What follows belongs to an exercise in optimizing a design on an open flow for a short achievable clock period and few clock cycles; a production flow would make more cautious choices.
The RTL was checked by simulation tests, not by an equivalence proof against the original design.
Power figures rest on the tool's default switching activity, not on a simulated workload.

### flow/config.mk
export PLATFORM = sky130hd
export DESIGN_NAME = image_thresholder
export DESIGN_NICKNAME = image_thresholder
export VERILOG_FILES = /design/flow/design.v
export SDC_FILE = /design/flow/constraint.sdc
export NUM_CORES = 4
export LEC_CHECK = 0
export CAP_MARGIN = 20
export CORE_MARGIN = 2
export CORE_UTILIZATION = 40
export SLEW_MARGIN = 20
export SETUP_SLACK_MARGIN = 6.5
export TNS_END_PERCENT = 100
### flow/constraint.sdc
create_clock -name core_clock -period 12.0 [get_ports {clk}]
set_input_delay 2.4000 -clock core_clock [delete_from_list [all_inputs] [get_ports {clk}]]
set_output_delay 2.4000 -clock core_clock [all_outputs]
set_load 0.01 [all_outputs]
### flow/design.v
module image_thresholder (
    input  wire        clk,
    input  wire        rst,           
    input  wire        cmd_valid,
    output wire        cmd_ready,
    input  wire [31:0] cmd_data,
    input  wire [7:0]  rd_idx,
    output reg  [31:0] rd_data,
    output wire        out_valid,
    input  wire        out_ready,
    output wire [7:0]  out_data,
    output wire        out_last
);
    localparam BUF_BYTES = 256;
    localparam NAME_MAX  = 16;
    localparam [2:0] S_IDLE  = 3'd0;
    localparam [2:0] S_LOAD  = 3'd1;
    localparam [2:0] S_EMIT  = 3'd2;
    localparam [2:0] S_DONE  = 3'd3;
    localparam [2:0] S_ERROR = 3'd4;
    localparam [3:0] ERR_DIM      = 4'd1;
    localparam [3:0] ERR_CAPACITY = 4'd2;
    localparam [3:0] ERR_OVERRUN  = 4'd3;
    localparam [3:0] ERR_UNDERRUN = 4'd4;
    localparam [3:0] ERR_SEQUENCE = 4'd5;
    localparam [3:0] ERR_OPCODE   = 4'd6;
    localparam [3:0] ERR_RESERVED = 4'd7;
    localparam [3:0] ERR_NAME     = 4'd8;
    localparam [7:0] OP_NOP    = 8'h00;
    localparam [7:0] OP_SETW   = 8'h01;
    localparam [7:0] OP_SETH   = 8'h02;
    localparam [7:0] OP_SETF   = 8'h03;
    localparam [7:0] OP_NCLR   = 8'h04;
    localparam [7:0] OP_NBYTE  = 8'h05;
    localparam [7:0] OP_START  = 8'h08;
    localparam [7:0] OP_PIXEL  = 8'h09;
    localparam [7:0] OP_THRESH = 8'h0A;
    localparam [7:0] OP_FINISH = 8'h0B;
    localparam [7:0] OP_ABORT  = 8'h0F;
    localparam [2:0] P_MARK = 3'd0;
    localparam [2:0] P_NAME = 3'd1;
    localparam [2:0] P_C1   = 3'd2;
    localparam [2:0] P_BL   = 3'd3;
    localparam [2:0] P_C2   = 3'd4;
    localparam [2:0] P_RS   = 3'd5;
    localparam [2:0] P_C3   = 3'd6;
    localparam [2:0] P_PAY  = 3'd7;
    reg [2:0]  state;
    reg [3:0]  err;
    reg [23:0] width;
    reg [23:0] height;
    reg        flag_inv;
    reg        flag_lb;
    reg [4:0]  name_len;         
    reg [8:0]  row_stride;       
    reg [8:0]  byte_length;      
    reg [10:0] cur_x;            
    reg [8:0]  cur_y;            
    reg [8:0]  thresh_result;
    reg [9:0]  out_count;        
    reg [7:0]  buffer [0:BUF_BYTES-1];
    reg [7:0]  name   [0:NAME_MAX-1];
    wire [7:0]  op    = cmd_data[31:24];
    wire [23:0] imm   = cmd_data[23:0];
    reg op_known;
    reg op_resv_bits;
    always @(*) begin
        op_known     = 1'b1;
        op_resv_bits = 1'b0;
        case (op)
            OP_NOP, OP_NCLR, OP_START, OP_FINISH, OP_ABORT: op_resv_bits = (imm != 24'd0);
            OP_SETF:                                        op_resv_bits = (imm[23:2] != 22'd0);
            OP_NBYTE:                                       op_resv_bits = (imm[23:8] != 16'd0);
            OP_SETW, OP_SETH, OP_PIXEL, OP_THRESH:          op_resv_bits = 1'b0;
            default:                                        op_known = 1'b0;
        endcase
    end
    wire st_cfg   = (state == S_IDLE) || (state == S_DONE) || (state == S_ERROR);
    wire st_load  = (state == S_LOAD);
    wire st_error = (state == S_ERROR);
    reg op_legal;
    always @(*) begin
        case (op)
            OP_NOP, OP_THRESH, OP_ABORT:                            op_legal = 1'b1;
            OP_SETW, OP_SETH, OP_SETF, OP_NCLR, OP_NBYTE, OP_START: op_legal = st_cfg;
            OP_PIXEL, OP_FINISH:                                    op_legal = st_load;
            default:                                                op_legal = 1'b0;
        endcase
    end
    reg        start_pend;       
    reg [1:0]  thr_busy;         
    reg [1:0]  dims_age;         
    assign cmd_ready = (state != S_EMIT) && !start_pend && (thr_busy == 2'd0);
    wire   cmd_fire  = cmd_valid && cmd_ready;
    wire   cmd_ok    = cmd_fire && op_known && !op_resv_bits && op_legal;
    wire [21:0] w_rs_full = width[23:3] + {20'd0, (width[2:0] != 3'd0)};
    reg  [8:0]  da_rs;
    reg  [8:0]  da_h;
    reg         da_big;
    reg         da_zero;
    always @(posedge clk) begin
        da_rs   <= w_rs_full[8:0];
        da_h    <= height[8:0];
        da_big  <= (w_rs_full > 22'd256) || (height > 24'd256);
        da_zero <= (width == 24'd0) || (height == 24'd0);
    end
    wire [17:0] da_bl = da_h * da_rs;
    reg  [8:0]  db_rs;
    reg  [8:0]  db_bl;
    reg         db_fits;
    reg         db_zero;
    always @(posedge clk) begin
        db_rs   <= da_rs;
        db_bl   <= da_bl[8:0];
        db_fits <= !da_big && (da_bl <= 18'd256);
        db_zero <= da_zero;
    end
    wire dims_ok = (dims_age == 2'd2);
    reg  x_last;
    reg  y_full;
    wire w_is1     = (width == 24'd1);
    wire x_next_ls = ({13'd0, cur_x} + 24'd2 == width);
    wire y_next_fl = ({15'd0, cur_y} + 24'd1 == height);
    reg        p1_v;
    reg [23:0] p1_rgb;
    reg [2:0]  p1_pos;
    reg        p1_flush;
    reg [7:0]  pack;
    reg [7:0]  wq;               
    reg        p2_we;
    reg [7:0]  p2_addr;
    reg [7:0]  gd [0:15];        
    wire [9:0] p1_sum   = {2'b00, p1_rgb[23:16]} + {2'b00, p1_rgb[15:8]} + {2'b00, p1_rgb[7:0]};
    wire       p1_bit   = (p1_sum >= 10'd381) ^ flag_inv;
    wire [7:0] p1_merge = pack | ({7'd0, p1_bit} << (3'd7 - p1_pos));
    reg [23:0] thr_rgb;
    reg [9:0]  thr_sum;
    wire [9:0] thr_gray = thr_sum / 10'd3;
    reg        out_v;
    reg [7:0]  out_r;
    reg        out_l;
    assign out_valid = out_v;
    assign out_data  = out_r;
    assign out_last  = out_l;
    wire   out_fire  = out_v && out_ready;
    reg [2:0]  g_phase;
    reg [4:0]  g_idx;
    reg [7:0]  g_addr;
    reg        g_nib;
    reg        g_lf;
    reg [8:0]  g_col;
    reg [7:0]  g_pb;             
    reg [7:0]  rptr;
    reg [7:0]  s1 [0:15];        
    wire [7:0] rq = s1[rptr[7:4]];
    integer gi;
    always @(posedge clk)
        for (gi = 0; gi < 16; gi = gi + 1)
            s1[gi] <= buffer[{gi[3:0], rptr[3:0]}];
    reg [1:0]  bl_h, rs_h;
    reg [6:0]  bl_r, rs_r;
    reg [3:0]  bl_t, bl_o, rs_t, rs_o;
    reg [1:0]  bl_nd, rs_nd;
    always @(posedge clk) begin
        bl_h  <= (byte_length >= 9'd200) ? 2'd2 : (byte_length >= 9'd100) ? 2'd1 : 2'd0;
        bl_r  <= (byte_length >= 9'd200) ? byte_length - 9'd200 :
                 (byte_length >= 9'd100) ? byte_length - 9'd100 : byte_length;
        rs_h  <= (row_stride >= 9'd200) ? 2'd2 : (row_stride >= 9'd100) ? 2'd1 : 2'd0;
        rs_r  <= (row_stride >= 9'd200) ? row_stride - 9'd200 :
                 (row_stride >= 9'd100) ? row_stride - 9'd100 : row_stride;
        bl_t  <= bl_r / 7'd10;
        bl_o  <= bl_r % 7'd10;
        rs_t  <= rs_r / 7'd10;
        rs_o  <= rs_r % 7'd10;
        bl_nd <= (bl_h != 2'd0) ? 2'd3 : (bl_r >= 7'd10) ? 2'd2 : 2'd1;
        rs_nd <= (rs_h != 2'd0) ? 2'd3 : (rs_r >= 7'd10) ? 2'd2 : 2'd1;
    end
    reg [1:0] bl_h2, rs_h2;
    always @(posedge clk) begin
        bl_h2 <= bl_h;
        rs_h2 <= rs_h;
    end
    wire [3:0] g_nibv = g_nib ? g_pb[3:0] : g_pb[7:4];
    wire [7:0] g_hex  = (g_nibv < 4'd10) ? (8'h30 + {4'd0, g_nibv}) : (8'h37 + {4'd0, g_nibv});
    wire [3:0] bl_dig = (g_idx[1:0] == 2'd0) ? {2'd0, bl_h2} : (g_idx[1:0] == 2'd1) ? bl_t : bl_o;
    wire [3:0] rs_dig = (g_idx[1:0] == 2'd0) ? {2'd0, rs_h2} : (g_idx[1:0] == 2'd1) ? rs_t : rs_o;
    reg [7:0] g_byte;
    always @(*) begin
        case (g_phase)
            P_MARK:           g_byte = (g_idx[1:0] == 2'd1) ? 8'h44 : 8'h47;
            P_NAME:           g_byte = name[g_idx[3:0]];
            P_C1, P_C2, P_C3: g_byte = 8'h2C;
            P_BL:             g_byte = {4'h3, bl_dig};
            P_RS:             g_byte = {4'h3, rs_dig};
            default:          g_byte = g_lf ? 8'h0A : g_hex;
        endcase
    end
    wire g_last = (g_phase == P_PAY) && !g_lf && g_nib && ({1'b0, g_addr} == byte_length - 9'd1);
    always @(*) begin
        case (rd_idx)
            8'h00:   rd_data = {24'd0, err, 1'b0, state};
            8'h01:   rd_data = {8'd0, width};
            8'h02:   rd_data = {8'd0, height};
            8'h03:   rd_data = {30'd0, flag_lb, flag_inv};
            8'h04:   rd_data = {27'd0, name_len};
            8'h05:   rd_data = {23'd0, row_stride};
            8'h06:   rd_data = {23'd0, byte_length};
            8'h07:   rd_data = {21'd0, cur_x};
            8'h08:   rd_data = {23'd0, cur_y};
            8'h09:   rd_data = {23'd0, thresh_result};
            8'h0A:   rd_data = {22'd0, out_count};
            8'h0B:   rd_data = 32'd0;               
            8'h0C:   rd_data = BUF_BYTES;
            8'h0D:   rd_data = NAME_MAX;
            default: rd_data = 32'd0;
        endcase
    end
    wire start_go = (start_pend || (cmd_ok && op == OP_START)) && dims_ok;
    always @(posedge clk) begin
        if (rst) begin
            state         <= S_IDLE;
            err           <= 4'd0;
            width         <= 24'd0;
            height        <= 24'd0;
            flag_inv      <= 1'b0;
            flag_lb       <= 1'b0;
            name_len      <= 5'd0;
            row_stride    <= 9'd0;
            byte_length   <= 9'd0;
            cur_x         <= 11'd0;
            cur_y         <= 9'd0;
            thresh_result <= 9'd0;
            out_count     <= 10'd0;
            start_pend    <= 1'b0;
            thr_busy      <= 2'd0;
            dims_age      <= 2'd0;
            p1_v          <= 1'b0;
            p2_we         <= 1'b0;
            out_v         <= 1'b0;
            out_l         <= 1'b0;
        end else begin
            if (dims_age != 2'd2)
                dims_age <= dims_age + 2'd1;
            if (thr_busy == 2'd1) begin
                thr_sum  <= {2'b00, thr_rgb[23:16]} + {2'b00, thr_rgb[15:8]} + {2'b00, thr_rgb[7:0]};
                thr_busy <= 2'd2;
            end else if (thr_busy == 2'd2) begin
                thresh_result <= {(thr_sum >= 10'd381), thr_gray[7:0]};
                thr_busy      <= 2'd0;
            end
            p1_v  <= 1'b0;
            p2_we <= 1'b0;
            if (p1_v) begin
                if (p1_flush) begin
                    pack    <= 8'h00;
                    p2_we   <= 1'b1;
                    p2_addr <= wq;
                    wq      <= wq + 8'd1;
                end else begin
                    pack    <= p1_merge;
                end
            end
            if (out_fire) begin
                out_count <= out_count + 10'd1;
                if (out_l) begin
                    out_v <= 1'b0;
                    out_l <= 1'b0;
                    state <= S_DONE;
                end else begin
                    out_r <= g_byte;
                    out_l <= g_last;
                    case (g_phase)
                        P_MARK: begin
                            if (g_idx[1:0] == 2'd2) begin
                                g_idx   <= 5'd0;
                                g_phase <= (name_len == 5'd0) ? P_C1 : P_NAME;
                            end else begin
                                g_idx <= g_idx + 5'd1;
                            end
                        end
                        P_NAME: begin
                            if (g_idx == name_len - 5'd1) begin
                                g_idx   <= 5'd0;
                                g_phase <= P_C1;
                            end else begin
                                g_idx <= g_idx + 5'd1;
                            end
                        end
                        P_C1: begin
                            g_phase <= P_BL;
                            g_idx   <= {3'd0, 2'd3 - bl_nd};
                        end
                        P_BL: begin
                            if (g_idx[1:0] == 2'd2) g_phase <= P_C2;
                            g_idx <= g_idx + 5'd1;
                        end
                        P_C2: begin
                            g_phase <= P_RS;
                            g_idx   <= {3'd0, 2'd3 - rs_nd};
                        end
                        P_RS: begin
                            if (g_idx[1:0] == 2'd2) g_phase <= P_C3;
                            g_idx <= g_idx + 5'd1;
                        end
                        P_C3: begin
                            g_phase <= P_PAY;
                            g_addr  <= 8'd0;
                            g_nib   <= 1'b0;
                            g_col   <= 9'd0;
                            g_lf    <= flag_lb;
                            g_pb    <= rq;
                            rptr    <= 8'd1;
                        end
                        default: begin
                            if (g_lf) begin
                                g_lf <= 1'b0;
                            end else if (!g_nib) begin
                                g_nib <= 1'b1;
                            end else begin
                                g_nib  <= 1'b0;
                                g_addr <= g_addr + 8'd1;
                                g_pb   <= rq;
                                rptr   <= rptr + 8'd1;
                                if (g_col == row_stride - 9'd1) begin
                                    g_col <= 9'd0;
                                    g_lf  <= flag_lb;
                                end else begin
                                    g_col <= g_col + 9'd1;
                                end
                            end
                        end
                    endcase
                end
            end
            if (cmd_fire) begin
                if (!op_known) begin
                    if (!st_error) begin state <= S_ERROR; err <= ERR_OPCODE; end
                end else if (op_resv_bits) begin
                    if (!st_error) begin state <= S_ERROR; err <= ERR_RESERVED; end
                end else if (!op_legal) begin
                    if (!st_error) begin state <= S_ERROR; err <= ERR_SEQUENCE; end
                end else begin
                    case (op)
                        OP_SETW: begin
                            width    <= imm;
                            dims_age <= 2'd0;
                        end
                        OP_SETH: begin
                            height   <= imm;
                            dims_age <= 2'd0;
                        end
                        OP_SETF: begin
                            flag_inv <= imm[0];
                            flag_lb  <= imm[1];
                        end
                        OP_NCLR: name_len <= 5'd0;
                        OP_NBYTE: begin
                            if (name_len[4]) begin
                                if (!st_error) begin state <= S_ERROR; err <= ERR_NAME; end
                            end else begin
                                name_len <= name_len + 5'd1;
                            end
                        end
                        OP_START: begin
                            if (!dims_ok)
                                start_pend <= 1'b1;
                        end
                        OP_PIXEL: begin
                            if (y_full) begin
                                state <= S_ERROR;
                                err   <= ERR_OVERRUN;
                            end else begin
                                p1_v     <= 1'b1;
                                p1_rgb   <= imm;
                                p1_pos   <= cur_x[2:0];
                                p1_flush <= (cur_x[2:0] == 3'd7) || x_last;
                                if (x_last) begin
                                    cur_x  <= 11'd0;
                                    cur_y  <= cur_y + 9'd1;
                                    x_last <= w_is1;
                                    y_full <= y_next_fl;
                                end else begin
                                    cur_x  <= cur_x + 11'd1;
                                    x_last <= x_next_ls;
                                end
                            end
                        end
                        OP_THRESH: begin
                            thr_rgb  <= imm;
                            thr_busy <= 2'd1;
                        end
                        OP_FINISH: begin
                            if (!y_full) begin
                                state <= S_ERROR;
                                err   <= ERR_UNDERRUN;
                            end else begin
                                state     <= S_EMIT;
                                out_count <= 10'd0;
                                out_v     <= 1'b1;
                                out_r     <= 8'h7E;
                                out_l     <= 1'b0;
                                g_phase   <= P_MARK;
                                g_idx     <= 5'd1;
                                rptr      <= 8'd0;
                            end
                        end
                        OP_ABORT: begin
                            state <= S_IDLE;
                            err   <= 4'd0;
                        end
                        default: ;
                    endcase
                end
            end
            if (start_go) begin
                start_pend <= 1'b0;
                if (db_zero) begin
                    state <= S_ERROR;
                    err   <= ERR_DIM;
                end else if (!db_fits) begin
                    state <= S_ERROR;
                    err   <= ERR_CAPACITY;
                end else begin
                    state       <= S_LOAD;
                    err         <= 4'd0;
                    row_stride  <= db_rs;
                    byte_length <= db_bl;
                    cur_x       <= 11'd0;
                    cur_y       <= 9'd0;
                    x_last      <= w_is1;
                    y_full      <= 1'b0;
                    out_count   <= 10'd0;
                    pack        <= 8'h00;
                    p1_v        <= 1'b0;
                    p2_we       <= 1'b0;
                    wq          <= 8'd0;
                end
            end
        end
    end
    always @(posedge clk) begin
        if (!rst && p1_v && p1_flush)
            gd[wq[7:4]] <= p1_merge;
    end
    always @(posedge clk) begin
        if (!rst && p2_we)
            buffer[p2_addr] <= gd[p2_addr[7:4]];
    end
    always @(posedge clk) begin
        if (cmd_ok && (op == OP_NBYTE) && !name_len[4])
            name[name_len[3:0]] <= imm[7:0];
    end
endmodule
### flow/flow/run.sh
#!/bin/bash
set -e
MARGIN=6.5
{
  echo "export SETUP_SLACK_MARGIN = $MARGIN"
  echo "export TNS_END_PERCENT = 100"
} >> config.mk
bash standard.sh > standard.log 2>&1
### flow/standard.sh
#!/bin/bash
# synth_recipe.tcl (not shown) runs the flow's synth.tcl, then flattens the netlist and writes it again
# the make line also repeats each setting of config.mk as NAME=value (left out here)
make -C /OpenROAD-flow-scripts/flow DESIGN_CONFIG=/design/flow/config.mk WORK_HOME=/design/flow/orfs CLKGATE_MAP_FILE= SYNTH_SCRIPT=/design/flow/synth_recipe.tcl "${@:-finish}"
==> reports/summary.txt, run 1 <==
status: no timing/DRC/antenna violations
input/output buffers: 78
pwr dens: 158.8 nW/um2
Syn. warnings: 2
worst hold path class: reg -> reg
mux share of post-synthesis cell area: 0.1518
# DRC: 0
vias in the first global route: 59110
H-tree depth reported by CTS: 5
Critical path origin: rd_idx[7]
fin crit period: 6.877 ns
Die X-Extent: 535.3 um
CTS buffer count: 291
Seq/Total Area, Yosys: 0.7112
placed cells: 9823
die area: 286500 um2
Worst VDD drop: 0.0001133 V
GRT Overall Usage: 0.1981
critical path required time: 9.60 ns
commonest cells after routing, fill and taps aside: edfxtp_1, mux4_2, nor2_1
async set-reset flop share out of synthesis: 0
filler cell count: 23900
reg2reg end: db_fits
first-pass GRT wire length: 418100 um
routability cong.: 0.8948
Setup-failing EPs final: 0
initial antenna violation count: 10
Post-Synth XOR/XNOR Area: 0.01165
gr ovfl total: 0
Core Region: 281600 um2
Distinct cells, synth: 90
cell depth of the worst hold path: 0
FF+latch area: 80290 um2
placed cell areas: 118100 um2
worst r2r path cells: 19
Max-slew headroom: 0.2783
reg2reg setup slack: 7.03 ns
Least-Margin Pin Slew: 1.083 ns
Final nets: 6613
clock latency on the worst-skew pair: 0.87 ns
Synth Area in Adders: 0.02234
Layout Cells excl Fill: 10390
syn avg cell area: 18.12 um2
Avg WL per Cell: 27.56 um
Area Growth Syn to Fin: 13.55%
first drt pass iteration count: 6
Mapped Cells: 6231
Slew Viols, Final: 0
area occupied by multi-input gates: 31140 um2
Post-Syn Area: 112900 um2
CTS tree: done
post-cts hold buffer count: 0
RSZ-0062 raised after global routing: yes
Worst Setup Start Kind: input port
Hold Crit Start: da_zero
DRT iter0 DRCs: 6095
Leak: 41.35 nW
clk slew on worst S/H paths: 0.06 ns
Initial Util: 0.4010
WS Path Type: in -> out
Setup TNS Final: 0 ns
Die Ht: 535.3 um
Post-DRT Antenna Nets: 0
Hold EP: db_zero
layout cell share with drive strength beyond 1: 0.2143
Tcrit/Tclk final: 0.5730
main combinational cell family by area after synthesis: multiplexers
# clock sinks: 2789
Critical Path Sink Type: output pin
post-route cell area: 128200 um2
Post-synth EDFFs: 2443
commonest non-fill, non-tap cell in the layout: edfxtp_1
clk_skew: 0.08930 ns
Via-to-Cell Ratio: 5.698
crit path DAT: 4.48 ns
Max Cap Viol: 0
I/O pin count: 87
root buffer cell: clkbuf_16
Critical R2R Launch: da_rs[2]
via count: 59200
Worst Path Max Fanout: 4
Routed WL: 286300 um
Yosys reg bits: 2789
Synth Area in Simple Gates: 0.05320
top_reg_cell synth: edfxtp_1
Detail Placement HPWL: 177200 um
Synth Area in Compound Gates: 0.03268
Clock Tree Buf Depth: 4
final hold violation count: 0
largest net degree at the start of global routing: 146
Max Fclk: 145.4 MHz
Site Rows: 195
state kept, by name (all words and copies together), names as in the netlist, 10 cells and up, named ones only:
register / cells
thr_rgb: 24
name: 128
gd: 128
thr_sum: 10
s1: 128
buffer: 2048
p1_rgb: 24
height: 24
width: 24
out_count: 10
cur_x: 11
routing by layer:
metal	track usage	part of all wire
met1	0.2780	0.42
met2	0.3223	0.48
met3	0.02697	0.064
met4	0.06092	0.032
met5	0	0.000045
critical path: stages:
cell      delay, ns
buf_6          0.09
or4_4          0.56
or3b_4         0.44
buf_6          0.15
nor2_4         0.19
buf_4          0.15
a22o_1         0.12
a221oi_2       0.04
nand3_1        0.17
buf_2          0.17
power by group:
group          switching [mW]  internal [mW]  leakage, nW  total [mW]
combinational           0.367          0.303         11.8       0.670
clock                    3.72           5.43         4.69        9.15
sequential             0.0684           10.5         24.8        10.5
total                    4.16           16.2         41.4        20.4
worst max-delay path by stage:
stage / depth (start not counted) / slack [ns] / end
finish: 10 / 5.12 / rd_data[2]
global route: 10 / 5.12 / rd_data[2]
CTS: 10 / 5.09 / rd_data[2]
detailed placement: 8 / 3.87 / rd_data[2]
global placement: 8 / 3.95 / rd_data[2]
floorplan: 7 / 5.50 / rd_data[9]
synth_stat cells (14+ instances only):
library cell | instances | area [um2]
o211ai_1 | 16 | 120.1
a21o_1 | 20 | 150.1
and2_1 | 67 | 419.2
o22ai_1 | 14 | 87.58
nor4_1 | 31 | 193.9
o21ai_0 | 93 | 465.5
and3_1 | 16 | 100.1
a22oi_1 | 23 | 172.7
clkbuf_1 | 267 | 1002
dfxtp_1 | 346 | 6927
mux4_2 | 722 | 16260
a31oi_1 | 23 | 143.9
nand3b_1 | 14 | 105.1
nor3_1 | 62 | 310.3
inv_1 | 156 | 585.6
mux2i_1 | 72 | 720.7
a211oi_1 | 21 | 157.7
nand2b_1 | 33 | 206.5
buf_2 | 17 | 85.08
nor2b_1 | 53 | 331.6
buf_1 | 49 | 183.9
fa_1 | 68 | 1361
or3_1 | 14 | 87.58
xnor2_1 | 77 | 674.4
nand2_1 | 240 | 900.9
nand4_1 | 38 | 237.7
mux2_2 | 14 | 157.7
edfxtp_1 | 2443 | 73360
nor2_1 | 536 | 2012
a221oi_1 | 22 | 192.7
ha_1 | 92 | 1151
xor2_1 | 68 | 595.6
nand3_1 | 112 | 560.5
a21oi_1 | 160 | 800.8
a22o_1 | 29 | 254.0
cell type report:
type                    count  area share
diodes                      7   0.0001366
repair buffers            219     0.01441
clock inverters           122     0.01132
inverters                 156    0.004568
multi-input cells        2952      0.2429
clock buffers             402     0.06380
flip-flops and latches   2789      0.6263
well taps                3743     0.03653
repair_timing:
action	in CTS	in global routing
setup buffers	33	1
cloned	2	0
resized for setup	141	36
setup endpoints to repair	56	158
pin swaps	24	14
cells by family after synthesis:
family,count (synthesis)
DFF,2789
and+or+nand+nor,1280
muxes,808
AOI/OAI and AO/OA,546
buffers and inverters,499
adders and majority gates,161
xor gates and xnor gates,147
other,1
per-stage QoR:
step	util	hold WS (ns)	power (mW)	setup slack (ns)
after floorplan	-	0.3096	11.14	5.496
after global placement	0.4193	0.3154	11.42	3.950
after detailed placement	0.4194	0.3291	11.42	3.871
after CTS	0.4547	0.3378	20.52	5.093
after global routing	0.4553	0.3453	20.91	5.120
final	0.4553	0.3300	20.36	5.123
Testbench counts, summed over its fixed seeds: cycles 107,009.
==> inputs of run 2 (changes only) <==
==> flow/run.sh (new file) <==
#!/bin/bash
# synth_recipe.tcl (not shown) runs the flow's synth.tcl, then flattens the netlist and writes it again
# the make line also repeats each setting of config.mk as NAME=value (left out here)
make -C /OpenROAD-flow-scripts/flow DESIGN_CONFIG=/design/flow/config.mk WORK_HOME=/design/flow/orfs CLKGATE_MAP_FILE= SYNTH_SCRIPT=/design/flow/synth_recipe.tcl finish
--- a/flow/config.mk
+++ b/flow/config.mk
@@ -9,5 +9,5 @@
 export CORE_MARGIN = 2
 export CORE_UTILIZATION = 40
+export SETUP_SLACK_MARGIN = 5
 export SLEW_MARGIN = 20
-export SETUP_SLACK_MARGIN = 6.5
 export TNS_END_PERCENT = 100
removed: flow/flow/run.sh
removed: flow/standard.sh
==> run 2 against run 1 <==
  * First-iteration DRC count decreased by 1.1%
  * Largest cell class unchanged
  * Still clean
  * Largest power group unchanged
  * Setup slack got worse by 0.058 ns
  * Core utilization decreased by 0.23 points
  * Combinational power decreased by 2%
  * Clock power decreased by 4.0%
  * Synthesized cell count unchanged
  * Non-clock buffer count decreased by 24
  * Global-route usage decreased by 0.41 points
  * Critical path type unchanged
  * Critical path depth decreased by 1
  * Wire length decreased by 1.8%
  * Synthesized area unchanged
  * Cell area decreased by 0.51%
==> reports/summary.txt, run 2 <==
Routed WL: 281000 um (-1.8%)
post-cts hold buffer count: 0 (unchanged)
via count: 58920 (-0.48%)
Post-synth top cells: edfxtp_1, mux4_2, nor2_1
CP delay by family, top: simple AND/OR/NAND/NOR gates
commonest non-fill, non-tap cell in the layout: edfxtp_1
CTS buffer count: 294 (+1.0%)
commonest cells after routing, fill and taps aside: edfxtp_1, mux4_2, nor2_1
FF+latch area: 80290 um2 (unchanged)
I/O pin count: 87 (unchanged)
die area: 286500 um2 (unchanged)
Levels on crit path: 9 (-1)
count leader, synth: edfxtp_1
Max-slew headroom: 0.2484 (-0.02990)
status: no timing/DRC/antenna violations
Area Growth Syn to Fin: 12.97%
Critical Path Sink Type: output pin
Mapped Cells: 6231 (unchanged)
Synth area leaders: edfxtp_1, mux4_2, dfxtp_1
syn avg cell area: 18.12 um2 (unchanged)
# clock sinks: 2789 (unchanged)
reg2reg end: buffer[219][7]
WS Path Type: in -> out
H-tree depth reported by CTS: 5 (unchanged)
Yosys reg bits: 2789 (unchanged)
clk_skew: 0.08966 ns (+0.0003637 ns)
Critical path origin: rd_idx[6]
Seq/Total Area, Yosys: 0.7112 (unchanged)
first-pass GRT wire length: 410500 um (-1.8%)
Leak: 41.07 nW (-0.68%)
Syn. warnings: 2 (unchanged)
GRT Overall Usage: 0.1941 (-0.004055)
first drt pass iteration count: 6 (unchanged)
DRT iter0 DRCs: 6030 (-1.1%)
Least-Margin Pin Slew: 1.127 ns (+0.04485 ns)
fin crit period: 6.935 ns (+0.05832 ns)
Avg WL per Cell: 27.11 um (-1.6%)
Worst Setup Start Kind: input port
Die X-Extent: 535.3 um (unchanged)
Post-Syn Area: 112900 um2 (unchanged)
Slew Viols, Final: 0 (unchanged)
vias in the first global route: 58760 (-0.60%)
Via-to-Cell Ratio: 5.683 (-0.26%)
WP buf/inv: 4 (unchanged)
Setup-failing EPs final: 0 (unchanged)
crit path to: rd_data[9]
Worst Path Max Fanout: 15 (+11)
crit path DAT: 4.53 ns (+0.05 ns)
Initial Util: 0.4010 (unchanged)
area leader, netlist: edfxtp_1
area occupied by multi-input gates: 30950 um2 (-0.63%)
initial antenna violation count: 12 (+2)
largest net degree at the start of global routing: 209 (+43%)
Max Fclk: 144.2 MHz (-0.84%)
routability cong.: 0.9095 (+1.6%)
Core Region: 281600 um2 (unchanged)
clk slew on worst S/H paths: 0.06 ns (about the same)
placed cells: 9813 (-0.10%)
gr ovfl total: 0 (unchanged)
Distinct cells, synth: 90 (unchanged)
final hold violation count: 0 (unchanged)
crit-path max cell delay: 0.58 ns (+0.02 ns)
async set-reset flop share out of synthesis: 0 (unchanged)
max reg flops: 2048 (unchanged)
Layout Cells excl Fill: 10370 (-0.22%)
Detail Placement HPWL: 172600 um (-2.6%)
Site Rows: 195 (unchanged)
CTS tree: done
Clock Tree Buf Depth: 4 (unchanged)
Tcrit/Tclk final: 0.5779 (+0.004860)
worst hold path class: reg -> reg
clock latency on the worst-skew pair: 0.88 ns (about the same)
Final nets: 6590 (-0.35%)
top-area cell type share of the netlist area: 0.6498 (unchanged)
Util after Layout: 0.4530 (-0.002346)
worst-path cell chain: dlygate4sd2_1, or4_4, or3b_4, nor3_4, buf_6, buf_12, a22oi_1, nand2_1, clkdlybuf4s15_1
Setup WS pre-CTS: 4.016 ns (+0.1447 ns)
# DRC: 0 (unchanged)
worst r2r path cells: 6 (-13)
RSZ-0062 raised after global routing: yes
slack of the critical path: 5.065 ns (-0.05832 ns)
critical path required time: 9.60 ns (about the same)
Post-synth EDFFs: 2443 (unchanged)
Worst path slowest cell: or4_4
filler cell count: 23910 (+0.063%)
Worst VDD drop: 0.0001316 V (+16%)
Post-DRT Antenna Nets: 0 (unchanged)
layout cell share with drive strength beyond 1: 0.2089 (-0.005420)
input/output buffers: 78 (unchanged)
Setup TNS Final: 0 ns (unchanged)
root buffer cell: clkbuf_16
Tot Pwr: 19.97 mW (-1.9%)
pwr dens: 156.6 nW/um2 (-1.4%)
top_reg_cell synth: edfxtp_1
reg2reg setup slack: 7.28 ns (+0.25 ns)
Die Ht: 535.3 um (unchanged)
Biggest register: buffer
Max Cap Viol: 0 (unchanged)
-- run 2: kinds of logic (layout without fill, tap and decap cells) --
| family | after synthesis | in the layout | synth area share |
|---|---|---|---|
| adders and majority gates | 161 | 161 | 0.02234 |
| AOI/OAI and AO/OA | 546 | 546 | 0.03268 |
| muxes | 808 | 808 | 0.1518 |
| buffers and inverters | 499 | 877 | 0.01711 |
| and+or+nand+nor | 1280 | 1280 | 0.05320 |
| other | 1 | 16 | 0.00003322 |
| xor gates and xnor gates | 147 | 147 | 0.01165 |
| DFF | 2789 | 2789 | 0.7112 |
-- run 2: through the flow --
| step | cell area [um2] | hold WS (ns) |
|---|---|---|
| 2_1_floorplan | 112900 | 0.3096 |
| 3_3_place_gp | 118000 | 0.3143 |
| 3_5_place_dp | 118000 | 0.3188 |
| 4_1_cts | 127400 | 0.3243 |
| 5_1_grt | 127500 | 0.3408 |
| 6_report | 127500 | 0.3241 |
-- run 2: worst min path at each step --
stage	from	to	slack, ns	cells after the start
final	da_zero	db_zero	0.32	0
after global routing	da_zero	db_zero	0.34	0
after CTS	da_zero	db_zero	0.32	0
after detailed placement	da_zero	db_zero	0.32	0
after global placement	da_zero	db_zero	0.31	0
after floorplan	da_zero	db_zero	0.31	0
-- run 2: report_power, final --
group | leakage [nW] | switching [mW] | internal (mW)
Sequential | 24.8 | 0.0721 | 10.5
Combinational | 11.7 | 0.353 | 0.301
Clock | 4.55 | 3.74 | 5.04
Total | 41.1 | 4.16 | 15.8
-- run 2: timing repair --
action	in CTS	in global routing
endpoints found under the setup margin	24	24
buffers inserted	12	4
pin swaps	13	9
gates cloned	0	0
resized for setup	77	25
-- run 2: worst register-to-register path, stage by stage, from the launching register on --
cell	delay, ns
dfxtp_2	0.31
buf_4	0.52
mux4_2	0.44
mux4_4	0.63
buf_4	0.70
buf_4	0.90
buf_4	0.79
-- run 2: metal layers --
metal  vias up  part of all wire  global-route usage
li1      25110                 -                   -
met1     31310              0.42              0.2700
met3       466             0.063             0.02871
met4         0             0.036             0.06733
met2      2028              0.48              0.3129
met5         -                 0                   0
-- run 2: layout make-up --
type,count,share of cell area
sequential,2789,0.6295
multi-input combinational,2950,0.2426
clock buffer,379,0.06243
tap,3743,0.03672
timing repair buffer,195,0.01389
clock inverter,147,0.01002
inverter,156,0.004591
antenna,8,0.0001570
==> inputs of run 3 (changes only) <==
--- a/flow/design.v
+++ b/flow/design.v
@@ -197,23 +197,13 @@
     end
     wire g_last = (g_phase == P_PAY) && !g_lf && g_nib && ({1'b0, g_addr} == byte_length - 9'd1);
-    always @(*) begin
-        case (rd_idx)
-            8'h00:   rd_data = {24'd0, err, 1'b0, state};
-            8'h01:   rd_data = {8'd0, width};
-            8'h02:   rd_data = {8'd0, height};
-            8'h03:   rd_data = {30'd0, flag_lb, flag_inv};
-            8'h04:   rd_data = {27'd0, name_len};
-            8'h05:   rd_data = {23'd0, row_stride};
-            8'h06:   rd_data = {23'd0, byte_length};
-            8'h07:   rd_data = {21'd0, cur_x};
-            8'h08:   rd_data = {23'd0, cur_y};
-            8'h09:   rd_data = {23'd0, thresh_result};
-            8'h0A:   rd_data = {22'd0, out_count};
-            8'h0B:   rd_data = 32'd0;               
-            8'h0C:   rd_data = BUF_BYTES;
-            8'h0D:   rd_data = NAME_MAX;
-            default: rd_data = 32'd0;
-        endcase
-    end
+    wire [31:0] rd_q;
+    image_thresholder_rdmux u_rdmux (
+        .idx(rd_idx), .state(state), .err(err), .width(width), .height(height),
+        .flag_inv(flag_inv), .flag_lb(flag_lb), .name_len(name_len),
+        .row_stride(row_stride), .byte_length(byte_length), .cur_x(cur_x),
+        .cur_y(cur_y), .thresh_result(thresh_result), .out_count(out_count),
+        .q(rd_q)
+    );
+    always @(*) rd_data = rd_q;
     wire start_go = (start_pend || (cmd_ok && op == OP_START)) && dims_ok;
     always @(posedge clk) begin
@@ -372,7 +362,4 @@
                             end else begin
                                 p1_v     <= 1'b1;
-                                p1_rgb   <= imm;
-                                p1_pos   <= cur_x[2:0];
-                                p1_flush <= (cur_x[2:0] == 3'd7) || x_last;
                                 if (x_last) begin
                                     cur_x  <= 11'd0;
@@ -386,8 +373,5 @@
                             end
                         end
-                        OP_THRESH: begin
-                            thr_rgb  <= imm;
-                            thr_busy <= 2'd1;
-                        end
+                        OP_THRESH: thr_busy <= 2'd1;
                         OP_FINISH: begin
                             if (!y_full) begin
@@ -448,6 +432,50 @@
     end
     always @(posedge clk) begin
-        if (cmd_ok && (op == OP_NBYTE) && !name_len[4])
+        if (!name_len[4])
             name[name_len[3:0]] <= imm[7:0];
     end
+    always @(posedge clk) begin
+        p1_rgb   <= imm;
+        p1_pos   <= cur_x[2:0];
+        p1_flush <= (cur_x[2:0] == 3'd7) || x_last;
+        if (thr_busy == 2'd0)
+            thr_rgb <= imm;
+    end
+endmodule
+module image_thresholder_rdmux (
+    input  wire [7:0]  idx,
+    input  wire [2:0]  state,
+    input  wire [3:0]  err,
+    input  wire [23:0] width,
+    input  wire [23:0] height,
+    input  wire        flag_inv,
+    input  wire        flag_lb,
+    input  wire [4:0]  name_len,
+    input  wire [8:0]  row_stride,
+    input  wire [8:0]  byte_length,
+    input  wire [10:0] cur_x,
+    input  wire [8:0]  cur_y,
+    input  wire [8:0]  thresh_result,
+    input  wire [9:0]  out_count,
+    output reg  [31:0] q
+);
+    always @(*) begin
+        case (idx)
+            8'h00:   q = {24'd0, err, 1'b0, state};
+            8'h01:   q = {8'd0, width};
+            8'h02:   q = {8'd0, height};
+            8'h03:   q = {30'd0, flag_lb, flag_inv};
+            8'h04:   q = {27'd0, name_len};
+            8'h05:   q = {23'd0, row_stride};
+            8'h06:   q = {23'd0, byte_length};
+            8'h07:   q = {21'd0, cur_x};
+            8'h08:   q = {23'd0, cur_y};
+            8'h09:   q = {23'd0, thresh_result};
+            8'h0A:   q = {22'd0, out_count};
+            8'h0B:   q = 32'd0;               
+            8'h0C:   q = 32'd256;             
+            8'h0D:   q = 32'd16;              
+            default: q = 32'd0;
+        endcase
+    end
 endmodule
==> flow/flow/run.sh (new file) <==
#!/bin/bash
set -e
MARGIN=6.5
{
  echo "export SETUP_SLACK_MARGIN = $MARGIN"
  echo "export TNS_END_PERCENT = 100"
} >> config.mk
bash standard.sh > standard.log 2>&1
==> flow/standard.sh (new file) <==
#!/bin/bash
# synth_recipe.tcl (not shown) runs the flow's synth.tcl, then flattens the netlist and writes it again
# the make line also repeats each setting of config.mk as NAME=value (left out here)
make -C /OpenROAD-flow-scripts/flow DESIGN_CONFIG=/design/flow/config.mk WORK_HOME=/design/flow/orfs CLKGATE_MAP_FILE= SYNTH_SCRIPT=/design/flow/synth_recipe.tcl "${@:-finish}"
--- a/flow/config.mk
+++ b/flow/config.mk
@@ -6,8 +6,10 @@
 export NUM_CORES = 4
 export LEC_CHECK = 0
+export ABC_CLOCK_PERIOD_IN_PS = 100
 export CAP_MARGIN = 20
 export CORE_MARGIN = 2
 export CORE_UTILIZATION = 40
-export SETUP_SLACK_MARGIN = 5
 export SLEW_MARGIN = 20
+export SYNTH_HIERARCHICAL = 1
+export SETUP_SLACK_MARGIN = 6.5
 export TNS_END_PERCENT = 100
removed: flow/run.sh
==> run 3 against run 2 <==
  * Register-to-register slack got worse by 0.15 ns
  * Non-clock buffer count increased by 42
  * Cell area increased by 1.1%
  * Combinational power increased by 22%
  * Core utilization increased by 0.42 points
  * Setup slack improved by 0.38 ns
  * Wire length increased by 2.0%
  * Critical path depth decreased by 1
==> reports/summary.txt, run 3 <==
layout cell share with drive strength beyond 1: 0.2233 (+0.01441)
Setup TNS Final: 0 ns (unchanged)
Clock Tree Buf Depth: 4 (unchanged)
status: no timing/DRC/antenna violations
syn avg cell area: 18.02 um2 (-0.54%)
slack of the critical path: 5.442 ns (+0.3769 ns)
share of power burned in registers: 0.516 (-0.012)
Clk pwr share: 0.445 (+0.006)
Max-slew headroom: 0.2135 (-0.03485)
CTS tree: done
Tcrit/Tclk final: 0.5465 (-0.03141)
via count: 59220 (+0.52%)
clock latency on the worst-skew pair: 0.87 ns (about the same)
Max Cap Viol: 0 (unchanged)
worst-path cell chain: buf_8, or4_4, buf_6, buf_6, or3_4, o22ai_2, a221o_1, buf_2
Seq/Total Area, Yosys: 0.7063 (-0.004847)
gr ovfl total: 0 (unchanged)
WS Path Type: in -> out
Via-to-Cell Ratio: 5.661 (-0.38%)
Post-synth top cells: edfxtp_1, mux4_2, nor2_1
die area: 287500 um2 (+0.33%)
top_reg_cell synth: edfxtp_1
root buffer cell: clkbuf_16
Yosys reg bits: 2789 (unchanged)
Detail Placement HPWL: 173800 um (+0.71%)
crit-path max cell delay: 0.54 ns (-0.04 ns)
Least-Margin Pin Slew: 1.180 ns (+0.05227 ns)
Biggest register: buffer
Area Growth Syn to Fin: 13.83%
RSZ-0062 raised after global routing: yes
I/O pin count: 87 (unchanged)
first drt pass iteration count: 6 (unchanged)
Setup-failing EPs final: 0 (unchanged)
largest net degree at the start of global routing: 192 (-8.1%)
Worst Path Max Fanout: 3 (-12)
Die X-Extent: 536.1 um (+0.17%)
Switching Share: 0.2090 (+0.0005514)
Die Ht: 536.1 um (+0.17%)
Synth area leaders: edfxtp_1, mux4_2, dfxtp_1
commonest cells after routing, fill and taps aside: edfxtp_1, mux4_2, nor2_1
final hold violation count: 0 (unchanged)
GRT Overall Usage: 0.1983 (+0.004206)
Critical Path Sink Type: output pin
Mapped Cells: 6286 (+0.88%)
# DRC: 0 (unchanged)
Setup WS pre-CTS: 4.068 ns (+0.05204 ns)
Site Rows: 195 (unchanged)
Final nets: 6680 (+1.4%)
area leader, netlist: edfxtp_1
Most common cell on crit path: buf_6
worst r2r path cells: 16 (+10)
Worst Setup Start Kind: input port
H-tree depth reported by CTS: 5 (unchanged)
pwr dens: 158.4 nW/um2 (+1.1%)
sw power: 4.270 mW (+2.5%)
Syn. warnings: 9 (+7)
Core Region: 282000 um2 (+0.17%)
combinational power share: 0.039 (+0.006)
async set-reset flop share out of synthesis: 0 (unchanged)
Max Fclk: 152.5 MHz (+5.7%)
filler cell count: 23990 (+0.31%)
Post-synth EDFFs: 2415 (-1.1%)
cell depth of the worst hold path: 0 (unchanged)
Worst path slowest cell: or4_4
critical path required time: 9.60 ns (about the same)
Post-Syn Area: 113300 um2 (+0.33%)
cell internal pwr: 16.16 mW (+2.2%)
vias in the first global route: 59350 (+1.0%)
routability cong.: 0.8716 (-4.2%)
initial antenna violation count: 8 (-4)
Avg WL per Cell: 27.40 um (+1.1%)
Routed WL: 286600 um (+2.0%)
clk slew on worst S/H paths: 0.06 ns (about the same)
clk_skew: 0.07971 ns (-0.009945 ns)
DRT iter0 DRCs: 6292 (+4.3%)
# clock sinks: 2789 (unchanged)
input/output buffers: 78 (unchanged)
post-cts hold buffer count: 0 (unchanged)
fin crit period: 6.558 ns (-0.3769 ns)
crit path DAT: 4.16 ns (-0.37 ns)
count leader, synth: edfxtp_1
Worst VDD drop: 0.0001400 V (+6.4%)
CTS buffer count: 295 (+0.34%)
worst hold path class: reg -> reg
Distinct cells, synth: 102 (+13%)
first-pass GRT wire length: 419000 um (+2.1%)
Slew Viols, Final: 0 (unchanged)
Initial Util: 0.4016 (+0.0006460)
commonest non-fill, non-tap cell in the layout: edfxtp_1
top-area cell type share of the netlist area: 0.6402 (-0.009591)
max reg flops: 2048 (unchanged)
Post-DRT Antenna Nets: 0 (unchanged)
Leak: 41.66 nW (+1.4%)
run 3: metrics by stage:
step	instances	hold slack (ns)	power, mW	utilization	area, um2
finish	10460	0.3250	20.42	0.4572	128900
global route	10460	0.3374	20.99	0.4571	128900
CTS	10440	0.3281	20.58	0.4562	128700
detailed placement	9862	0.3143	11.54	0.4196	118300
global placement	9861	0.3116	11.53	0.4196	118300
floorplan	6293	0.3096	11.23	-	113400
run 3: power groups by stage:
stage	clock [mW]	sequential [mW]	combinational [mW]
detailed placement	0	10.8	0.784
floorplan	0	10.7	0.528
CTS	9.22	10.5	0.806
finish	9.08	10.5	0.797
global placement	0	10.8	0.779
global route	9.60	10.5	0.846
run 3: layout make-up:
class                           instances  area (um2)  share of cell area
Multi-Input combinational cell       3006       31660              0.2456
Clock inverter                        131        1328             0.01030
Clock buffer                          403        8295             0.06434
Sequential cell                      2789       80010              0.6205
Tap cell                             3743        4683             0.03632
Timing Repair Buffer                  237        2394             0.01856
Antenna cell                            4       10.01          0.00007763
Inverter                              147       555.5            0.004309
run 3: final timing paths:
check                 start         end  slack (ns)
setup / recovery  rd_idx[6]  rd_data[1]        5.44
setup reg to reg   da_rs[2]     db_fits        7.13
hold / removal      bl_h[0]    bl_h2[0]        0.33
hold reg to reg     bl_h[0]    bl_h2[0]        0.33
run 3: modules after synthesis (local to each module, per instance):
module                   cells  flip-flops and latches  area, um2  copies in the design
image_thresholder         6126                    2789     112000                     1
image_thresholder_rdmux    160                       0       1294                     1
run 3: kinds of logic after synthesis:
logic type | count (synthesis) | synth area share
compound gates | 539 | 0.03230
xor+xnor | 145 | 0.01121
fa+ha+maj | 161 | 0.02227
buf+inv | 499 | 0.01817
flops | 2789 | 0.7063
mux | 846 | 0.1548
other cells | 1 | 0.00003311
simple gates | 1306 | 0.05494
run 3: what timing repair did:
action                                  4_1_cts  5_1_grt
pin swaps                                    27       15
setup buffers                                38       13
endpoints found under the setup margin       28       91
gates cloned                                  6        0
resized for setup                           223       16
run 3: critical path: cells and delay by family:
kind | cells | cell delay [ns]
AOI/OAI and AO/OA | 2 | 0.37
buffers and inverters | 4 | 0.51
and+or+nand+nor | 2 | 0.88
run 3: routing by layer:
layer,global-route usage,up-vias,part of all wire
li1,-,25380,-
met1,0.2796,31230,0.42
met2,0.3179,2140,0.48
met3,0.02851,460,0.065
met4,0.06452,6,0.034
met5,0,-,0.00012
Testbench counts of run 3, summed over its fixed seeds: cycles 107,009.
==> inputs of run 4 (changes only) <==
--- a/flow/config.mk
+++ b/flow/config.mk
@@ -9,5 +9,5 @@
 export CAP_MARGIN = 20
 export CORE_MARGIN = 2
-export CORE_UTILIZATION = 40
+export CORE_UTILIZATION = 60
 export SLEW_MARGIN = 20
 export SYNTH_HIERARCHICAL = 1
==> run 4 against run 3 <==
  * First-iteration DRC count is 6.5% lower
  * Critical path depth unchanged
  * Via count down 0.40%
  * Largest power group unchanged
  * Final cell count fell by 12%
  * Setup slack got worse by 0.027 ns
  * Power is 3.4% lower
  * Non-clock buffer count fell by 12
  * Hold slack better by 0.0050 ns
  * Sequential power is essentially flat
  * Sequential cell count is the same
  * Still clean
==> reports/summary.txt, run 4 <==
Core Region: 187600 um2 (-33%)
Setup-failing EPs final: 0 (unchanged)
initial antenna violation count: 7 (-1)
Hold EP: db_zero
Hold Crit Start: da_zero
worst r2r path cells: 16 (unchanged)
Area Growth Syn to Fin: 11.54%
Tot Pwr: 19.74 mW (-3.4%)
Biggest register: buffer
syn avg cell area: 18.02 um2 (unchanged)
WP buf/inv: 4 (unchanged)
via count: 58980 (-0.40%)
count leader, synth: edfxtp_1
largest net degree at the start of global routing: 129 (-33%)
Post-DRT Antenna Nets: 0 (unchanged)
commonest cells after routing, fill and taps aside: edfxtp_1, mux4_2, nor2_1
Worst path slowest cell: or4_4
top-area cell type share of the netlist area: 0.6402 (unchanged)
Worst VDD drop: 0.0001538 V (+9.9%)
Post-synth top cells: edfxtp_1, mux4_2, nor2_1
clk_skew: 0.04988 ns (-0.02984 ns)
Post-Synth XOR/XNOR Area: 0.01121 (unchanged)
fin crit period: 6.585 ns (+0.02667 ns)
top_reg_cell synth: edfxtp_1
Detail Placement HPWL: 169500 um (-2.5%)
Clock Tree Buf Depth: 4 (unchanged)
Avg WL per Cell: 30.31 um (+11%)
cell depth of the worst hold path: 0 (unchanged)
Mapped Cells: 6286 (unchanged)
Worst Path Max Fanout: 3 (unchanged)
Die Ht: 438.5 um (-18%)
Seq/Total Area, Yosys: 0.7063 (unchanged)
reg2reg setup slack: 7.19 ns (+0.06 ns)
first drt pass iteration count: 7 (+1)
Worst Setup Start Kind: input port
Syn. warnings: 9 (unchanged)
H-tree depth reported by CTS: 5 (unchanged)
status: no timing/DRC/antenna violations
gr ovfl total: 0 (unchanged)
vias in the first global route: 59120 (-0.38%)
input/output buffers: 78 (unchanged)
Max-slew headroom: 0.2142 (+0.0007240)
# clock sinks: 2789 (unchanged)
Via-to-Cell Ratio: 6.436 (+14%)
filler cell count: 12320 (-49%)
clock latency on the worst-skew pair: 0.93 ns (+0.06 ns)
layout cell share with drive strength beyond 1: 0.2121 (-0.01118)
Most common cell on crit path: buf_6
pwr dens: 156.2 nW/um2 (-1.4%)
die area: 192300 um2 (-33%)
CP delay by family, top: simple AND/OR/NAND/NOR gates
reg2reg end: db_fits
async set-reset flop share out of synthesis: 0 (unchanged)
CTS buffer count: 292 (-1.0%)
clk slew on worst S/H paths: 0.06 ns (about the same)
Synth Area in Adders: 0.02227 (unchanged)
crit path DAT: 4.18 ns (+0.02 ns)
first-pass GRT wire length: 407800 um (-2.7%)
Slew Viols, Final: 0 (unchanged)
Initial Util: 0.6038 (+0.2022)
root buffer cell: clkbuf_16
WS Path Type: in -> out
Die X-Extent: 438.5 um (-18%)
Critical Path Sink Type: output pin
Routed WL: 277800 um (-3.1%)
max reg flops: 2048 (unchanged)
Final nets: 6664 (-0.24%)
RSZ-0062 raised after global routing: yes
CTS tree: done
Max Fclk: 151.9 MHz (-0.41%)
worst-path cell chain: buf_8, or4_4, buf_6, buf_6, or3_4, o22ai_2, a221o_1, buf_2
Synth area leaders: edfxtp_1, mux4_2, dfxtp_1
DRT iter0 DRCs: 5883 (-6.5%)
main combinational cell family by area after synthesis: multiplexers
mux share of post-synthesis cell area: 0.1548 (unchanged)
routability cong.: 0.9309 (+6.8%)
Tcrit/Tclk final: 0.5487 (+0.002223)
worst hold path class: reg -> reg
Max Cap Viol: 0 (unchanged)
critical path required time: 9.60 ns (about the same)
Synth Area in Compound Gates: 0.03230 (unchanged)
GRT Overall Usage: 0.2935 (+0.09520)
Synth Area in Simple Gates: 0.05494 (unchanged)
Post-Syn Area: 113300 um2 (unchanged)
# DRC: 0 (unchanged)
Setup TNS Final: 0 ns (unchanged)
Least-Margin Pin Slew: 1.174 ns (-0.005244 ns)
Post-synth EDFFs: 2415 (unchanged)
area leader, netlist: edfxtp_1
Leak: 41.11 nW (-1.3%)
I/O pin count: 87 (unchanged)
crit-path max cell delay: 0.57 ns (+0.03 ns)
Yosys reg bits: 2789 (unchanged)
final hold violation count: 0 (unchanged)
Site Rows: 159 (-18%)
Distinct cells, synth: 102 (unchanged)
commonest non-fill, non-tap cell in the layout: edfxtp_1
Critical R2R Launch: da_h[5]
## run 4: cell counts after synthesis
Identical to the previous run, type by type.
## run 4: Yosys stat by module, one instance, submodules excluded
| module | cell area (um2) | times used | cells inside |
|---|---|---|---|
| image_thresholder_rdmux | 1294 | 1 | 160 |
| image_thresholder | 112000 | 1 | 6126 |
## run 4: metal layers
layer	vias up	wire length [um]	track usage
li1	25280	-	-
met1	31030	111700	0.4113
met2	2187	137000	0.4732
met3	477	19220	0.05152
met4	2	9848	0.1004
met5	-	16	0
## run 4: kinds of logic (layout without fill, tap and decap cells)
logic type | count (synthesis) | after routing
and+or+nand+nor | 1306 | 1306
xor gates and xnor gates | 145 | 145
muxes | 846 | 846
other | 1 | 11
adders and majority gates | 161 | 161
buffers and inverters | 499 | 872
DFF | 2789 | 2789
AOI/OAI and AO/OA | 539 | 539
## run 4: worst max path at each step
stage	slack, ns	start	to	cells after the start
after floorplan	5.87	rd_idx[5]	rd_data[0]	5
after CTS	5.42	rd_idx[6]	rd_data[0]	8
after global placement	4.17	rd_idx[0]	rd_data[10]	7
final	5.42	rd_idx[6]	rd_data[1]	8
after global routing	5.36	rd_idx[6]	rd_data[1]	8
after detailed placement	4.19	rd_idx[0]	rd_data[10]	7
## run 4: layout make-up
cell class,count,area (um2),share of cell area
clock inverters,91,644.4,0.005100
flip-flops and latches,2789,80010,0.6333
clock buffers,409,8145,0.06447
inverters,147,551.8,0.004367
well taps,2495,3122,0.02471
diodes,3,7.507,0.00005942
repair buffers,225,2257,0.01787
multi-input cells,3005,31600,0.2501
## run 4: what timing repair did
item	CTS	global route
endpoints found under the setup margin	25	24
gates cloned	5	0
setup buffers	27	5
pin swaps	20	13
hold buffers	0	0
resized for setup	178	22
## run 4: report_power, final
| part | leakage [nW] | total [mW] | switching, mW | internal [mW] |
|---|---|---|---|---|
| Sequential | 24.9 | 10.5 | 0.0683 | 10.5 |
| Clock | 4.30 | 8.42 | 3.55 | 4.87 |
| Combinational | 12.0 | 0.778 | 0.421 | 0.357 |
| Total | 41.1 | 19.7 | 4.04 | 15.7 |
## run 4: worst reg2reg max path, stage by stage (launching register included)
cell	delay [ns]
dfxtp_1	0.56
nand2_1	0.14
fa_1	0.55
inv_1	0.05
fa_1	0.50
inv_1	0.05
fa_1	0.49
fa_1	0.56
inv_1	0.04
ha_1	0.31
o21ai_0	0.13
a21oi_1	0.27
o21bai_1	0.16
o21ai_0	0.25
mux2i_1	0.21
nand3b_1	0.09
a221oi_1	0.32
## run 4: per-stage QoR
stage	instances	util	cell area (um2)	hold slack (ns)	setup WS, ns
floorplan	6293	-	113400	0.3096	5.871
global placement	8623	0.6226	116800	0.3222	4.174
detailed placement	8624	0.6227	116800	0.3178	4.194
CTS	9156	0.6727	126200	0.3309	5.424
global route	9163	0.6734	126300	0.3353	5.364
finish	9164	0.6734	126300	0.3300	5.415

## separate check: timing with driven ports
The flow's constraints put no driver on any port. The routed layouts listed below were extracted and timed again, unchanged, in two steps.
Step 1, drivers: a clkbuf_16 drives clk and a buf_2 each remaining input, both assumed.
Step 2, shift: input delay + t, output delay - t, t = (earliest + latest rising clock arrival at the registers) / 2. This alone moves slack from input paths to output paths.
Three values: ideal ports, drivers, drivers and shift; two values: the first two.
run	t (ns)	slack for setup (ns)	worst hold slack (ns)	pins driven straight from the clock port
run 1	0.920	5.123 / 5.088 / 5.088	0.330 / 0.330 / 0.330	1
run 2	0.931	5.065 / 5.047 / 4.600	0.324 / 0.324 / 0.324	1
run 3	0.927	5.442 / 5.393 / 5.393	0.325 / 0.325 / 0.325	1
run 4	0.985	5.415 / 5.375 / 5.375	0.330 / 0.330 / 0.330	1
After both steps every run listed still meets setup and hold. The setup slack of run 2, which loses most, moves by -0.018 ns with the drivers and by -0.465 ns with both steps.
